From an optimization exercise on the open Yosys and OpenROAD flow, aimed at small area, a short achievable clock period and few clock cycles; shortcuts taken in it are not production practice. The RTL was checked by simulation tests, not by an equivalence proof against the original design. Power and IR drop assume default switching activity.

### design/flow/design.v
module stepstick_motion (
    input  wire        clk,
    input  wire        rst,           
    input  wire        cmd_valid,
    output wire        cmd_ready,
    input  wire [1:0]  cmd_op,
    input  wire [31:0] cmd_arg,
    output reg         rsp_valid,
    output reg  [7:0]  rsp_status,
    output reg  [47:0] rsp_data
);
    localparam [1:0] OP_INIT      = 2'd0;
    localparam [1:0] OP_MICROSTEP = 2'd1;
    localparam [1:0] OP_SPEED     = 2'd2;
    localparam [1:0] OP_ANGLE     = 2'd3;
    localparam [7:0] ST_OK          = 8'h00;
    localparam [7:0] ST_INVALID_ST  = 8'h03;
    localparam [7:0] ST_OUT_OF_RNG  = 8'h04;
    localparam [7:0] ST_INVALID_ARG = 8'h07;
    localparam [29:0] CC_DIV    = 30'd720000000;   
    localparam [29:0] CC_HALF   = 30'd360000000;
    localparam [29:0] TURN      = 30'd23592960;    
    localparam [29:0] TURN_HALF = 30'd11796480;
    localparam [2:0] S_IDLE    = 3'd0;
    localparam [2:0] S_DIV_CC  = 3'd1;   
    localparam [2:0] S_MUL_SPD = 3'd2;   
    localparam [2:0] S_DIV_MOD = 3'd3;   
    localparam [2:0] S_MUL_ANG = 3'd4;   
    localparam [2:0] S_DIV_ANG = 3'd5;   
    localparam [2:0] S_FINISH  = 3'd6;
    reg        hs;
    reg [15:0] steps;
    reg [3:0]  mstep;
    reg [34:0] cc;
    reg [2:0]  state;
    reg [1:0]  op;
    reg [31:0] arg;
    reg [6:0]  cnt;
    reg [31:0] mul_a;
    reg [34:0] mul_b;
    reg [66:0] acc;
    reg [64:0] num;
    reg [30:0] rem;
    reg [29:0] dvs;
    assign cmd_ready = (state == S_IDLE);
    function [23:0] turn_steps(input [15:0] s, input [3:0] m);
        turn_steps = {8'd0, s} << (4'd8 - m);
    endfunction
    function [64:0] cc_num(input [15:0] s, input [3:0] m);
        cc_num = ({49'd0, s} << (6'd48 - {2'd0, m})) + {35'd0, CC_HALF};
    endfunction
    wire        arg_neg = arg[31];
    wire [35:0] mul_sum  = {1'b0, acc[66:32]} + (mul_a[0] ? {1'b0, mul_b} : 36'd0);
    wire [30:0] rem_sh   = {rem[29:0], num[64]};
    wire        div_take = (rem_sh >= {1'b0, dvs});
    wire [30:0] rem_next = div_take ? (rem_sh - {1'b0, dvs}) : rem_sh;
    wire [67:0] p_round  = {1'b0, acc} + 68'h80000000;
    wire [35:0] v_mag    = p_round[67:32];
    wire        v_ovf    = arg_neg ? (v_mag > 36'h800000) : (v_mag > 36'h7FFFFF);
    wire [23:0] v_field  = arg_neg ? (~v_mag[23:0] + 24'd1) : v_mag[23:0];
    wire [23:0] t_now    = turn_steps(steps, mstep);
    always @(posedge clk) begin
        if (rst) begin
            state     <= S_IDLE;
            hs        <= 1'b0;
            rsp_valid <= 1'b0;
        end else begin
            rsp_valid <= 1'b0;
            case (state)
            S_IDLE: begin
                if (cmd_valid) begin
                    op  <= cmd_op;
                    arg <= cmd_arg;
                    cnt <= 7'd0;
                    case (cmd_op)
                    OP_INIT: begin
                        num   <= cc_num(cmd_arg[15:0], 4'd8);
                        rem   <= 31'd0;
                        dvs   <= CC_DIV;
                        state <= S_DIV_CC;
                    end
                    OP_MICROSTEP: begin
                        if (!hs) begin
                            rsp_valid  <= 1'b1;
                            rsp_status <= ST_INVALID_ST;
                            rsp_data   <= 48'd0;
                        end else if (cmd_arg[7:0] > 8'd8) begin
                            rsp_valid  <= 1'b1;
                            rsp_status <= ST_INVALID_ARG;
                            rsp_data   <= 48'd0;
                        end else begin
                            num   <= cc_num(steps, cmd_arg[3:0]);
                            rem   <= 31'd0;
                            dvs   <= CC_DIV;
                            state <= S_DIV_CC;
                        end
                    end
                    OP_SPEED: begin
                        if (!hs) begin
                            rsp_valid  <= 1'b1;
                            rsp_status <= ST_INVALID_ST;
                            rsp_data   <= 48'd0;
                        end else begin
                            mul_a <= cmd_arg[31] ? (~cmd_arg + 32'd1) : cmd_arg;
                            mul_b <= cc;
                            acc   <= 67'd0;
                            state <= S_MUL_SPD;
                        end
                    end
                    default: begin  
                        if (!hs) begin
                            rsp_valid  <= 1'b1;
                            rsp_status <= ST_INVALID_ST;
                            rsp_data   <= 48'd0;
                        end else begin
                            num   <= {33'd0, cmd_arg};
                            rem   <= 31'd0;
                            dvs   <= TURN;
                            state <= S_DIV_MOD;
                        end
                    end
                    endcase
                end
            end
            S_DIV_CC, S_DIV_MOD, S_DIV_ANG: begin
                rem <= rem_next;
                num <= {num[63:0], div_take};
                cnt <= cnt + 7'd1;
                if (cnt == 7'd64) begin
                    cnt <= 7'd0;
                    if (state == S_DIV_MOD) begin
                        mul_a <= {1'b0, rem_next};
                        mul_b <= {11'd0, t_now};
                        acc   <= 67'd0;
                        state <= S_MUL_ANG;
                    end else begin
                        state <= S_FINISH;
                    end
                end
            end
            S_MUL_SPD, S_MUL_ANG: begin
                acc   <= {mul_sum, acc[31:1]};
                mul_a <= {1'b0, mul_a[31:1]};
                cnt   <= cnt + 7'd1;
                if (cnt == 7'd31) begin
                    cnt <= 7'd0;
                    if (state == S_MUL_ANG) begin
                        num   <= {mul_sum[33:0], acc[31:1]} + {35'd0, TURN_HALF};
                        rem   <= 31'd0;
                        dvs   <= TURN;
                        state <= S_DIV_ANG;
                    end else begin
                        state <= S_FINISH;
                    end
                end
            end
            S_FINISH: begin
                state     <= S_IDLE;
                rsp_valid <= 1'b1;
                case (op)
                OP_INIT: begin
                    hs         <= 1'b1;
                    steps      <= arg[15:0];
                    mstep      <= 4'd8;
                    cc         <= num[34:0];
                    rsp_status <= ST_OK;
                    rsp_data   <= {13'd0, num[34:0]};
                end
                OP_MICROSTEP: begin
                    mstep      <= arg[3:0];
                    cc         <= num[34:0];
                    rsp_status <= ST_OK;
                    rsp_data   <= {13'd0, num[34:0]};
                end
                OP_SPEED: begin
                    if (v_ovf) begin
                        rsp_status <= ST_OUT_OF_RNG;
                        rsp_data   <= 48'd0;
                    end else begin
                        rsp_status <= ST_OK;
                        rsp_data   <= {24'd0, v_field};
                    end
                end
                default: begin  
                    rsp_status <= ST_OK;
                    rsp_data   <= (num[24:0] == {1'b0, t_now}) ? 48'd0 : {23'd0, num[24:0]};
                end
                endcase
            end
            default: state <= S_IDLE;
            endcase
        end
    end
endmodule
### design/flow/run.sh
#!/bin/bash
# synth_recipe.tcl (not shown) runs the flow's synth.tcl, then flattens the netlist and writes it again
# the make line also repeats each setting of config.mk as NAME=value (left out here)
make -C /OpenROAD-flow-scripts/flow DESIGN_CONFIG=/design/flow/config.mk WORK_HOME=/design/flow/orfs CLKGATE_MAP_FILE= SYNTH_SCRIPT=/design/flow/synth_recipe.tcl finish
### design/flow/config.mk
export PLATFORM = sky130hd
export DESIGN_NAME = stepstick_motion
export DESIGN_NICKNAME = stepstick_motion
export VERILOG_FILES = /design/flow/design.v
export SDC_FILE = /design/flow/constraint.sdc
export NUM_CORES = 4
export LEC_CHECK = 0
export CAP_MARGIN = 20
export CORE_MARGIN = 2
export CORE_UTILIZATION = 40
export PLACE_DENSITY = 0.6
export SLEW_MARGIN = 20
### design/flow/constraint.sdc
create_clock -name core_clock -period 7.0 [get_ports {clk}]
set_input_delay 1.4000 -clock core_clock [delete_from_list [all_inputs] [get_ports {clk}]]
set_output_delay 1.4000 -clock core_clock [all_outputs]
set_load 0.01 [all_outputs]
==> results.txt <==
metal layers:
layer / vias up / track usage, %
met2: 692 / 37.5
met4: 0 / 8.49
li1: 8140 / -
met1: 8714 / 33.0
met5: - / 0
met3: 127 / 3.09
cells in the final DEF, fill, tap and decap left out, types with 53 or more instances in the layout:
cell type / n
a21oi_1: 121
and2_1: 111
clkdlybuf4s50_1: 76
edfxtp_1: 348
ha_1: 53
inv_1: 53
nand2_1: 237
nand3_1: 53
nor2_1: 166
o21ai_0: 118
xnor2_1: 117
xor2_1: 61
final cells by class:
| type | instances | area [µm²] | share of cell area (%) |
|---|---|---|---|
| well taps | 748 | 936 | 3.76 |
| clock buffers | 50 | 1060 | 4.26 |
| clock inverters | 21 | 164 | 0.659 |
| multi-input cells | 1642 | 11000 | 44.1 |
| flip-flops and latches | 353 | 10600 | 42.4 |
| inverters | 55 | 206 | 0.830 |
| repair buffers | 104 | 996 | 4.00 |
path summary, 6_finish.rpt:
check                                 end  slack (ns)      from
worst max-delay path              num[63]        1.96  mul_a[0]
worst min-delay path            steps[13]        0.41   arg[13]
worst max register to register    num[63]        1.96  mul_a[0]
worst min register to register  steps[13]        0.41   arg[13]
registers in the layout, summed over array words and instances (netlist names), 2 cells and up:
signal / flops
acc: 66
num: 65
mstep: 4
rsp_data: 35
rsp_status: 2
steps: 16
arg: 17
cc: 35
op: 2
state: 3
mul_a: 32
dvs: 2
cnt: 7
mul_b: 35
rem: 30
power by group through the flow:
stage          Combinational (W)  Sequential [W]  Clock [W]
2_1_floorplan           0.000790         0.00264          0
3_3_place_gp             0.00113         0.00268          0
3_5_place_dp             0.00114         0.00268          0
4_1_cts                  0.00115         0.00264    0.00207
5_1_grt                  0.00127         0.00265    0.00214
6_report                 0.00116         0.00264    0.00203
critical path: cells and delay by family (launching register included):
kind	cells	cell delay, ns
xor gates and xnor gates	1	0.53
and+or+nand+nor	8	2.24
AOI/OAI and AO/OA	1	0.27
DFF	1	0.78
muxes	1	0.32
adders and majority gates	2	0.67
per-stage QoR:
stage	cells	area, µm²
floorplan	2188	22400
global placement	2902	23600
detailed placement	2902	23700
CTS	2973	24900
global route	2973	24900
finish	2973	24900
Yosys cell counts (all sizes together), types with 18 or more instances:
library cell,n
a211oi,18
a31oi,20
xnor2,119
a21o,20
a21oi,124
and2,112
nor3,48
buf,48
nand2b,25
o221ai,26
nor2b,19
o21ai,125
mux2i,32
and3,29
nor4,19
clkbuf,90
ha,53
inv,53
nor2,168
a22oi,32
nand2,238
edfxtp,348
o31ai,20
a221o,32
xor2,64
nand3,54
nand4,29
cells by family after synthesis:
family | synth area share, %
multiplexers | 3.52
XOR/XNOR | 7.28
adder cells (fa/ha/maj) | 3.06
flip-flops | 47.3
other | 0.0168
AO/OA/AOI/OAI | 16.4
AND/OR/NAND/NOR | 18.2
buffers and inverters | 4.21
==> flow_summary.html <==
<table>
<tr><th>Metric</th><th>Value</th></tr>
<tr><th colspan="2">Run status</th></tr>
<tr><td>Result of the run</td><td>no timing/DRC/antenna violations</td></tr>
<tr><th colspan="2">Routing</th></tr>
<tr><td>Final routed wire length divided by cell count</td><td>23.1 µm</td></tr>
<tr><td>Top layer reached by signal wires</td><td>met4</td></tr>
<tr><td>First-iteration detailed-routing DRC count</td><td>1,753</td></tr>
<tr><td>1st-pass router iterations</td><td>9</td></tr>
<tr><td>Average via count per standard cell</td><td>5.94</td></tr>
<tr><td>Total Wirelength</td><td>68,700 µm</td></tr>
<tr><td>Post-route met1 wirelength</td><td>30,200 µm</td></tr>
<tr><td>Number of nets still failing antenna checks after routing</td><td>0</td></tr>
<tr><td>Count of vias placed by the detailed router</td><td>17,673</td></tr>
<tr><td>Number of remaining DRC errors</td><td>0</td></tr>
<tr><td>Detailed route wirelength on metal2</td><td>31,800 µm</td></tr>
<tr><td>WL met3</td><td>4320 µm</td></tr>
<tr><th colspan="2">Layout</th></tr>
<tr><td>Fin util</td><td>45.2%</td></tr>
<tr><td>Number of diodes added for antenna fixing</td><td>0</td></tr>
<tr><td>Area growth from synthesis to layout</td><td>11.5%</td></tr>
<tr><td>Number of nets in the final layout</td><td>2,288</td></tr>
<tr><td>FILL cells</td><td>5,274</td></tr>
<tr><td>Layout cells sized above 1</td><td>7.96%</td></tr>
<tr><th colspan="2">STA</th></tr>
<tr><td>Setup slack after layout</td><td>1.96 ns</td></tr>
<tr><td>Final Cycle Share</td><td>72.0%</td></tr>
<tr><td>Hold WS</td><td>0.412 ns</td></tr>
<tr><td>Unrepaired setup endpoints after global routing</td><td>false</td></tr>
<tr><td>Count of final setup violators</td><td>0</td></tr>
<tr><td>Max Clk Rate</td><td>198 MHz</td></tr>
<tr><td>Actual slew at the worst max-slew pin</td><td>1.10 ns</td></tr>
<tr><td>Worst slew margin</td><td>26.8%</td></tr>
<tr><td>Time the final worst path needs with I/O delays and setup</td><td>5.04 ns</td></tr>
<tr><td>Final count of hold timing violations</td><td>0</td></tr>
<tr><td>Total negative setup slack</td><td>0 ns</td></tr>
<tr><td>Clk_skew</td><td>0.0304 ns</td></tr>
<tr><td>Number of slew-limit violations in the final report</td><td>0</td></tr>
<tr><th colspan="2">Pwr</th></tr>
<tr><td>P per Cell Area</td><td>234 mW/mm²</td></tr>
<tr><td>Power spent charging and discharging nets</td><td>0.00172 W</td></tr>
<tr><td>Leakage component of the power</td><td>8.59 nW</td></tr>
<tr><td>Combinational group share of total power</td><td>19.9%</td></tr>
<tr><td>Relative contribution of sequential cells to total power</td><td>45.3%</td></tr>
<tr><td>Power Total</td><td>0.00582 W</td></tr>
<tr><td>Int Power</td><td>0.00410 W</td></tr>
<tr><td>Peak supply drop</td><td>175 µV</td></tr>
<tr><td>Part of the total power dissipated in the clock network</td><td>34.8%</td></tr>
<tr><td>Switching part of the total</td><td>29.6%</td></tr>
<tr><th colspan="2">Setup path</th></tr>
<tr><td>Kind of critical path</td><td>flop to flop</td></tr>
<tr><td>Required arrival time at the worst endpoint</td><td>7.33 ns</td></tr>
<tr><td>Cell with the largest stage delay on the worst path</td><td>edfxtp_1</td></tr>
<tr><td>Launching element type of the critical path</td><td>flop</td></tr>
<tr><td>Cell-by-cell listing of the critical path</td><td>and2_1 -&gt; ha_1 -&gt; fa_1 -&gt; xor2_1 -&gt; nand3_1 -&gt; nor2_1 -&gt; nand3_1 -&gt; nor4_4 -&gt; nand3b_1 -&gt; nor4_4 -&gt; nand3_2 -&gt; mux2_4 -&gt; a221o_1</td></tr>
<tr><td>Worst-path maximum fanout</td><td>35</td></tr>
<tr><td>Critical Path Sink Type</td><td>flop</td></tr>
<tr><td>WP data arrival</td><td>5.37 ns</td></tr>
<tr><td>R2R cell count</td><td>13</td></tr>
<tr><td>Highest cell delay on the worst timing path</td><td>0.78 ns</td></tr>
<tr><th colspan="2">Synth</th></tr>
<tr><td>Post-synthesis register bit count</td><td>353</td></tr>
<tr><td>Number of flops mapped to enable cells by yosys</td><td>348</td></tr>
<tr><td>Count of warnings emitted by yosys</td><td>1</td></tr>
<tr><td>Async S/R FF share, synth</td><td>0%</td></tr>
<tr><td>Netlist area before placement</td><td>0.0223 mm²</td></tr>
<tr><td>Leading register cell type out of synthesis</td><td>edfxtp_1</td></tr>
<tr><td>Synth area leaders</td><td>edfxtp_1, xnor2_1, nand2_1</td></tr>
<tr><td>Top-area cell type share of the netlist area</td><td>46.8%</td></tr>
<tr><td>Library cell with the largest summed area after synthesis</td><td>edfxtp_1</td></tr>
<tr><td>Average size of a mapped cell</td><td>10.3 µm²</td></tr>
<tr><td>Distinct cells, synth</td><td>103</td></tr>
<tr><td>Syn Inst Count</td><td>2,171</td></tr>
<tr><td>Sequential share of the synthesized area</td><td>47.3%</td></tr>
<tr><th colspan="2">Min path</th></tr>
<tr><td>Number of stages on the worst hold path</td><td>0</td></tr>
<tr><td>HP Class</td><td>flop to flop</td></tr>
<tr><th colspan="2">Floorplan</th></tr>
<tr><td>Full die area</td><td>0.0577 mm²</td></tr>
<tr><td>Effective utilization at floorplan</td><td>40.5%</td></tr>
<tr><td>Width of the chip</td><td>240 µm</td></tr>
<tr><td>Number of primary I/O pins</td><td>95</td></tr>
<tr><td>Area of the core region</td><td>0.0551 mm²</td></tr>
<tr><td>Core Rows</td><td>86</td></tr>
<tr><td>Chip Height</td><td>240 µm</td></tr>
<tr><th colspan="2">Clock tree</th></tr>
<tr><td>Root buffer selected by CTS</td><td>clkbuf_16</td></tr>
<tr><td>Clock buffer depth</td><td>3</td></tr>
<tr><td>TritonCTS clock tree</td><td>yes</td></tr>
<tr><td>Clock latency on the worst-skew pair</td><td>0.58 ns</td></tr>
<tr><td>Total number of clock tree sinks</td><td>353</td></tr>
<tr><td>Number of hold buffers added after CTS</td><td>0</td></tr>
<tr><td>Post-CTS setup buffer count</td><td>0</td></tr>
<tr><td>Clk pin slew, worst setup/hold paths</td><td>0.06 ns</td></tr>
<tr><td>Number of instances resized during post-cts repair</td><td>0</td></tr>
<tr><td>CTS H-tree lvls</td><td>2</td></tr>
<tr><td>TritonCTS Buffers</td><td>41</td></tr>
<tr><th colspan="2">Placed design</th></tr>
<tr><td>Pre-CTS worst setup slack</td><td>1.72 ns</td></tr>
<tr><td>Count of input and output buffers</td><td>76</td></tr>
<tr><td>Gpl congestion</td><td>0.930</td></tr>
<tr><td>Sum of net half-perimeters after detailed placement</td><td>50,600 µm</td></tr>
<tr><th colspan="2">GRT</th></tr>
<tr><td>GRT overflow</td><td>0</td></tr>
<tr><td>Total track usage</td><td>23.6%</td></tr>
<tr><td>Number of global-route vias before repair</td><td>16,499</td></tr>
<tr><td>Wire length of the first global-routing pass</td><td>103,000 µm</td></tr>
<tr><td>Largest net degree at the start of global routing</td><td>91</td></tr>
<tr><td>Initial antenna violation count</td><td>0</td></tr>
<tr><th colspan="2">Flow run</th></tr>
<tr><td>Max cap viols</td><td>0</td></tr>
</table>
Testbench counts, summed over its fixed seeds: cycles 303,669.

-- static timing again, ports no longer ideal --
In the flow no input, the clock included, has a driving cell. The finished layout below was timed again as built, in two steps. Step 1, drivers: a clkbuf_16 drives clk and a buf_2 each remaining input, both assumed. Step 2 times the ports against the registers' clock, not the clock port: input delays grow and output delays shrink by t, the midpoint of the rising clock arrivals with the driver on. a / b / c = no drivers / after step 1 / after step 2; a / b = the first two.
shift t [ns]: 0.622
setup slack, ns: 1.960 / 1.960 / 1.722
worst setup path after step 2: input to register
worst register clock-pin slew, ns: 0.07 / 0.07
After both steps this run still meets setup and hold. The setup slack of this run moves by 0.000 ns with the drivers and by -0.238 ns with both steps.
